From an optimization exercise on the open Yosys and OpenROAD flow, aimed at small area, a short achievable clock period and few clock cycles; shortcuts taken in it are not production practice. Function was checked by simulation only, so behaviour that the tests miss may differ from the original. Power and IR drop assume default switching activity.

[flow/run.sh]
#!/bin/bash
# synth_recipe.tcl (not shown) runs the flow's synth.tcl, then flattens the netlist and writes it again
# the make line also repeats each setting of config.mk as NAME=value (left out here)
make -C /OpenROAD-flow-scripts/flow DESIGN_CONFIG=/design/flow/config.mk WORK_HOME=/design/flow/orfs CLKGATE_MAP_FILE= SYNTH_SCRIPT=/design/flow/synth_recipe.tcl finish
[flow/config.mk]
export PLATFORM = sky130hd
export DESIGN_NAME = ppe_codec
export DESIGN_NICKNAME = ppe_codec
export VERILOG_FILES = /design/flow/design.v
export SDC_FILE = /design/flow/constraint.sdc
export NUM_CORES = 4
export LEC_CHECK = 0
export CAP_MARGIN = 20
export CORE_MARGIN = 2
export CORE_UTILIZATION = 40
export SLEW_MARGIN = 20
[flow/constraint.sdc]
create_clock -name core_clock -period 4.5 [get_ports {clk}]
set_input_delay 0.9000 -clock core_clock [delete_from_list [all_inputs] [get_ports {clk}]]
set_output_delay 0.9000 -clock core_clock [all_outputs]
set_load 0.01 [all_outputs]
[flow/design.v]
module ppe_codec (
    input  wire        clk,
    input  wire        rst,
    input  wire        cmd_valid,
    output reg         cmd_ready,
    input  wire [3:0]  cmd_op,
    input  wire [7:0]  cmd_seqaddr,
    input  wire [7:0]  cmd_cmd,
    input  wire [10:0] cmd_len,
    input  wire        in_valid,
    output reg         in_ready,
    input  wire [7:0]  in_data,
    output reg         out_valid,
    input  wire        out_ready,
    output reg  [7:0]  out_data,
    output reg         res_valid,
    input  wire        res_ready,
    output reg  [3:0]  res_err,
    output reg  [15:0] res_crc,
    output reg  [7:0]  res_start,
    output reg  [7:0]  res_seqaddr,
    output reg  [7:0]  res_flen
);
    localparam [3:0] OP_CRC16  = 4'h1;
    localparam [3:0] OP_ENCODE = 4'h2;
    localparam [3:0] OP_DECODE = 4'h3;
    localparam [3:0] ERR_NONE      = 4'h0;
    localparam [3:0] ERR_TRUNCATED = 4'h5;
    localparam [3:0] ERR_CHECKSUM  = 4'h6;
    localparam [3:0] ERR_TOO_LARGE = 4'h8;
    localparam [3:0] ERR_ILLEGAL   = 4'hF;
    localparam [7:0]  STX      = 8'h7F;
    localparam [15:0] CRC_INIT = 16'hFFFF;
    localparam [15:0] CRC_POLY = 16'h8005;
    localparam [4:0] S_IDLE   = 5'd0,
                     S_CRCIN  = 5'd1,    
                     S_CRCLO  = 5'd2,    
                     S_CRCHI  = 5'd3,    
                     S_EH0    = 5'd4,    
                     S_EH1    = 5'd5,    
                     S_EH2    = 5'd6,    
                     S_EH3    = 5'd7,    
                     S_EDATA  = 5'd8,    
                     S_D0     = 5'd9,    
                     S_D1     = 5'd10,   
                     S_D2     = 5'd11,   
                     S_DPAY   = 5'd12,   
                     S_DCK0   = 5'd13,   
                     S_DCK1   = 5'd14,   
                     S_SKIP   = 5'd15,   
                     S_RES    = 5'd16;   
    reg [4:0]  state;
    reg [3:0]  op;
    reg [7:0]  seqaddr;
    reg [7:0]  cmdb;
    reg [10:0] len;
    reg [10:0] cnt;        
    reg [15:0] crc;
    reg [7:0]  flen;
    reg [7:0]  start_b;
    reg [7:0]  rx_lo;
    reg [7:0]  rx_hi;
    reg [3:0]  err;
    reg [7:0]  crc_byte;
    reg [15:0] crc_next;
    integer    i;
    always @* begin
        crc_next = crc ^ {crc_byte, 8'h00};
        for (i = 0; i < 8; i = i + 1)
            crc_next = crc_next[15] ? ((crc_next << 1) ^ CRC_POLY) : (crc_next << 1);
    end
    wire last_in = (cnt == len - 11'd1);
    always @* begin
        cmd_ready = 1'b0;
        in_ready  = 1'b0;
        out_valid = 1'b0;
        out_data  = 8'h00;
        res_valid = 1'b0;
        crc_byte  = in_data;
        case (state)
            S_IDLE:  cmd_ready = 1'b1;
            S_CRCIN, S_D0, S_D1, S_D2, S_DCK0, S_DCK1, S_SKIP:
                     in_ready = 1'b1;
            S_CRCLO: begin out_valid = 1'b1; out_data = crc[7:0];  end
            S_CRCHI: begin out_valid = 1'b1; out_data = crc[15:8]; end
            S_EH0:   begin out_valid = 1'b1; out_data = STX; end
            S_EH1:   begin out_valid = 1'b1; out_data = seqaddr;
                           crc_byte = seqaddr; end
            S_EH2:   begin out_valid = 1'b1; out_data = len[7:0] + 8'd1;
                           crc_byte = len[7:0] + 8'd1; end
            S_EH3:   begin out_valid = 1'b1; out_data = cmdb;
                           crc_byte = cmdb; end
            S_EDATA, S_DPAY: begin
                     out_valid = in_valid;
                     in_ready  = out_ready;
                     out_data  = in_data;
            end
            S_RES:   res_valid = 1'b1;
            default: ;
        endcase
    end
    wire in_fire  = in_valid & in_ready;
    wire out_fire = out_valid & out_ready;
    always @(posedge clk) begin
        if (rst) begin
            state <= S_IDLE;
        end else begin
            case (state)
                S_IDLE: if (cmd_valid) begin
                    op      <= cmd_op;
                    seqaddr <= cmd_seqaddr;
                    cmdb    <= cmd_cmd;
                    len     <= cmd_len;
                    cnt     <= 11'd0;
                    crc     <= CRC_INIT;
                    case (cmd_op)
                        OP_CRC16: begin
                            err   <= ERR_NONE;
                            state <= (cmd_len == 11'd0) ? S_CRCLO : S_CRCIN;
                        end
                        OP_ENCODE: begin
                            if (cmd_len > 11'd254) begin
                                err   <= ERR_TOO_LARGE;
                                state <= S_SKIP;
                            end else begin
                                err   <= ERR_NONE;
                                state <= S_EH0;
                            end
                        end
                        OP_DECODE: begin
                            if (cmd_len == 11'd0) begin
                                err   <= ERR_TRUNCATED;
                                state <= S_RES;
                            end else begin
                                state <= S_D0;
                            end
                        end
                        default: begin
                            err   <= ERR_ILLEGAL;
                            state <= (cmd_len == 11'd0) ? S_RES : S_SKIP;
                        end
                    endcase
                end
                S_CRCIN: if (in_fire) begin
                    crc <= crc_next;
                    cnt <= cnt + 11'd1;
                    if (last_in) state <= S_CRCLO;
                end
                S_CRCLO: if (out_fire) state <= S_CRCHI;
                S_CRCHI: if (out_fire) state <= S_RES;
                S_EH0: if (out_fire) state <= S_EH1;
                S_EH1: if (out_fire) begin
                    crc   <= crc_next;
                    state <= S_EH2;
                end
                S_EH2: if (out_fire) begin
                    crc   <= crc_next;
                    state <= S_EH3;
                end
                S_EH3: if (out_fire) begin
                    crc   <= crc_next;
                    state <= (len == 11'd0) ? S_CRCLO : S_EDATA;
                end
                S_EDATA: if (in_fire) begin
                    crc <= crc_next;
                    cnt <= cnt + 11'd1;
                    if (last_in) state <= S_CRCLO;
                end
                S_D0: if (in_fire) begin
                    start_b <= in_data;
                    cnt     <= cnt + 11'd1;
                    if (last_in) begin
                        err   <= ERR_TRUNCATED;
                        state <= S_RES;
                    end else begin
                        state <= S_D1;
                    end
                end
                S_D1: if (in_fire) begin
                    seqaddr <= in_data;
                    crc     <= crc_next;
                    cnt     <= cnt + 11'd1;
                    if (last_in) begin
                        err   <= ERR_TRUNCATED;
                        state <= S_RES;
                    end else begin
                        state <= S_D2;
                    end
                end
                S_D2: if (in_fire) begin
                    flen <= in_data;
                    crc  <= crc_next;
                    cnt  <= cnt + 11'd1;
                    if (len < {3'b000, in_data} + 11'd5) begin
                        err   <= ERR_TRUNCATED;
                        state <= last_in ? S_RES : S_SKIP;
                    end else begin
                        state <= (in_data == 8'd0) ? S_DCK0 : S_DPAY;
                    end
                end
                S_DPAY: if (in_fire) begin
                    crc <= crc_next;
                    cnt <= cnt + 11'd1;
                    if (cnt == {3'b000, flen} + 11'd2) state <= S_DCK0;
                end
                S_DCK0: if (in_fire) begin
                    rx_lo <= in_data;
                    cnt   <= cnt + 11'd1;
                    state <= S_DCK1;
                end
                S_DCK1: if (in_fire) begin
                    rx_hi <= in_data;
                    cnt   <= cnt + 11'd1;
                    err   <= ({in_data, rx_lo} == crc) ? ERR_NONE : ERR_CHECKSUM;
                    state <= last_in ? S_RES : S_SKIP;
                end
                S_SKIP: if (in_fire) begin
                    cnt <= cnt + 11'd1;
                    if (last_in) state <= S_RES;
                end
                S_RES: if (res_ready) state <= S_IDLE;
                default: state <= S_IDLE;
            endcase
        end
    end
    always @* begin
        res_err     = err;
        res_crc     = (op == OP_DECODE) ? {rx_hi, rx_lo} : crc;
        res_start   = start_b;
        res_seqaddr = seqaddr;
        res_flen    = flen;
    end
endmodule
==> summary.txt <==
[metal layers]
| metal | track usage, % | routed length (um) | vias to the layer above |
|---|---|---|---|
| met5 | 0 | 0 | - |
| met4 | 7.38 | 431 | 0 |
| met3 | 3.09 | 1140 | 39 |
| met2 | 38.9 | 9420 | 221 |
| met1 | 32.6 | 8610 | 2631 |
| li1 | - | - | 2510 |
[synthesized netlist by cell type (3+ instances only)]
library cell / count / share of area [%]
xnor2_1: 51 / 7.0
a31oi_1: 7 / 0.68
a211oi_1: 8 / 0.93
or2_2: 3 / 0.29
o21ai_0: 28 / 2.2
a21oi_1: 24 / 1.9
and3_1: 5 / 0.49
o31ai_1: 3 / 0.35
edfxtp_1: 94 / 44
a22oi_1: 7 / 0.82
xnor3_1: 4 / 1.4
dfxtp_1: 5 / 1.6
a221o_1: 7 / 1.1
o211ai_1: 6 / 0.70
mux2_2: 29 / 5.1
inv_1: 14 / 0.82
or3_1: 10 / 0.97
clkbuf_1: 33 / 1.9
buf_2: 4 / 0.31
and2_1: 3 / 0.29
o21a_1: 5 / 0.58
nor4_1: 8 / 0.78
nand2b_1: 6 / 0.58
nor2_1: 58 / 3.4
a22o_1: 4 / 0.55
nor2b_1: 3 / 0.29
nor3_1: 14 / 1.1
xor2_1: 29 / 4.0
mux2i_1: 3 / 0.47
nand3_1: 27 / 2.1
nand2_1: 57 / 3.3
or4_1: 3 / 0.35
nand4_1: 10 / 0.97
ha_1: 14 / 2.7
[stage by stage]
| step | total power [uW] | utilization [%] | hold WS [ps] | instance area (um2) |
|---|---|---|---|---|
| CTS | 4080 | 50.7 | 625 | 8000 |
| global route | 4300 | 50.7 | 690 | 8000 |
| finish | 4070 | 50.7 | 631 | 8000 |
| detailed placement | 3350 | 49.0 | 609 | 7730 |
| global placement | 3330 | 49.0 | 602 | 7730 |
| floorplan | 2660 | - | 576 | 6420 |
[final timing paths]
| check | slack [ps] | startpoint | endpoint | cells after the start |
|---|---|---|---|---|
| setup / recovery | 450 | in_data[0] | state[4]$_SDFFE_PP0P_ | 15 |
| hold / removal | 630 | crc[4]$_SDFFCE_PN1P_ | crc[12]$_SDFFCE_PN1P_ | 1 |
| setup reg to reg | 940 | flen[1]$_DFFE_PP_ | state[3]$_SDFFE_PP0P_ | 9 |
| hold reg to reg | 630 | crc[4]$_SDFFCE_PN1P_ | crc[12]$_SDFFCE_PN1P_ | 1 |
[cell usage in the layout, fill, tap and decap left out, types with 6 or more instances in the layout]
cell,count
clkdlybuf4s50_1,100
edfxtp_1,94
nand2_1,57
nor2_1,57
xnor2_1,51
xor2_1,29
mux2_2,29
o21ai_0,28
nand3_1,27
buf_4,25
a21oi_1,24
inv_1,14
ha_1,14
nor3_1,13
or3_1,10
nand4_1,10
clkbuf_16,9
a211oi_1,8
a221o_1,7
a22oi_1,7
a31oi_1,7
nand2b_1,6
nor4_1,6
o211ai_1,6
[cells by family after synthesis]
kind of cell / share of synthesized area, %
mux: 5.55
simple gates: 16.9
buf+inv: 3.47
flops: 45.5
xor+xnor: 12.7
compound gates: 13.2
fa+ha+maj: 2.73
[power by group]
| part | leakage [uW] | switching (uW) | internal, uW | total (uW) |
|---|---|---|---|---|
| clock | 0.000133 | 352 | 373 | 725 |
| sequential | 0.000881 | 229 | 1220 | 1450 |
| combinational | 0.00170 | 957 | 943 | 1900 |
[state kept, by name, summed over array words and instances, names as in the netlist]
register / count
start_b: 8
seqaddr: 8
err: 4
state: 5
flen: 8
cmdb: 8
op: 4
rx_lo: 8
crc: 16
rx_hi: 8
len: 11
cnt: 11
[area by class of cell]
cell class	instances	share of cell area, %
clock buffers	9	2.82
clock inverters	6	0.501
inverters	14	0.657
multi-input cells	475	41.2
flip-flops and latches	99	36.5
well taps	216	3.38
repair buffers	125	14.9
==> qor.yml <==
dieArea_um2: 17100
vias: 5401
io_buffers: 100
rsz0062_at_grt: "no"
clockBufferDepth: 2
slew_headroom_pct: 40.7
area_growth_pct: 24.5
fin_crit_sh_pct: 89.9
fin_ws_ps: 453
nNetsFinal: 783
start_util_pct: 40.7
finalSetupViolations: 0
drive_above_1_share_pct: 11.3
crit_chain: "clkdlybuf4s50_1, buf_4, a21oi_1, nor2_1, nand3_1, xor2_1, ha_1, a211oi_1, o21ai_0, o221ai_1, nand2_1, a221o_1, o31ai_1, or3b_1, a21oi_2"
syn-num-nets: 687
arrival_ps: 4320
hold_viol: 0
antenna_found_initial: 0
maxSlewViolCount: 0
required_ps: 4780
synthArstFlopShare_pct: 0
num_io_pins: 101
p_per_area_nw_per_um2: 510
cpLargestDelayFamily: "compound AO/OA/AOI/OAI gates"
path_buf_inv: 2
routedWlPerCell_um: 20.8
row_count: 46
yosysWarnings: 1
track_usage_pct: 23.6
seq_area_frac_synth_pct: 45.5
ys_seq_elements: 99
status: "finished clean"
ir_drop_uv: 447
cts_sinks: 99
instances_no_fill: 944
ys_types: 66
synthesis.area_um2: 6420
worst_pin_slew_ps: 883
die_y_um: 131
dp.cells: 929
synth_top_flop_cell: "edfxtp_1"
fin_skew_ps: 9.32
cp_slowest_cell: "clkdlybuf4s50_1"
core_area_um2: 15800
first_global_vias: 5279
root_buffer: "clkbuf_16"
diodes: 0
gr-total-overflow: 0
start_kind: "primary input"
cts_max_level: 3
clk_pin_slew_ps: 70
synth_area_per_cell_um2: 10.2
crit_fanout: 10
cts_hold_repair.buffers: 0
slowest_delay_ps: 500
maxCapViolations: 0
cts_buffers: 9
clk_latency_ps: 350
hold_path.class: "reg -> reg"
leakagePower_uw: 0.00272
pre_cts_slack_ps: 167
tritoncts: "done"
grt_pass1_wl_um: 30200
hpwl_um: 15000
first_pass_iters: 5
drc: 0
tns_ps: 0
seq_area_um2: 2920
drtIter0Drc: 570
cts_resized: 0
nFillCells: 1437
netlist_instances: 628
synth_edf_count: 94
gp_congestion: 0.908
via_per_inst: 5.72
die_x_um: 131
grt_max_degree: 29
multi_input_area_um2: 3300
cts_setup_buffers: 0
crit_type: "in -> reg"
fmax_mhz: 247
crit_path_end_kind: "flip-flop"
period_minus_slack_ps: 4050
routed_wl_um: 19600
ant_nets: 0
Testbench counts, summed over its fixed seeds: cycles 52,813.

==> what the ideal ports hide <==
How much do the figures lean on ideal ports? The routed layout below was timed once more, with nothing changed but the port constraints.
Step 1, drivers: a clkbuf_16 drives clk and a buf_2 each remaining input, both assumed.
Step 2 times the ports against the registers' clock, not the clock port: input delays grow and output delays shrink by t, the midpoint of the rising clock arrivals with the driver on.
a / b / c = ideal ports / drivers / drivers and shift; a / b = the first two.
t, ns: 0.392
setup slack, ns: 0.453 / 0.451 / 0.084
worst register clock-pin slew, ns: 0.07 / 0.07
After both steps this run still meets setup and hold. For this run, drivers alone change the setup slack by -0.002 ns; drivers and shift together by -0.369 ns.
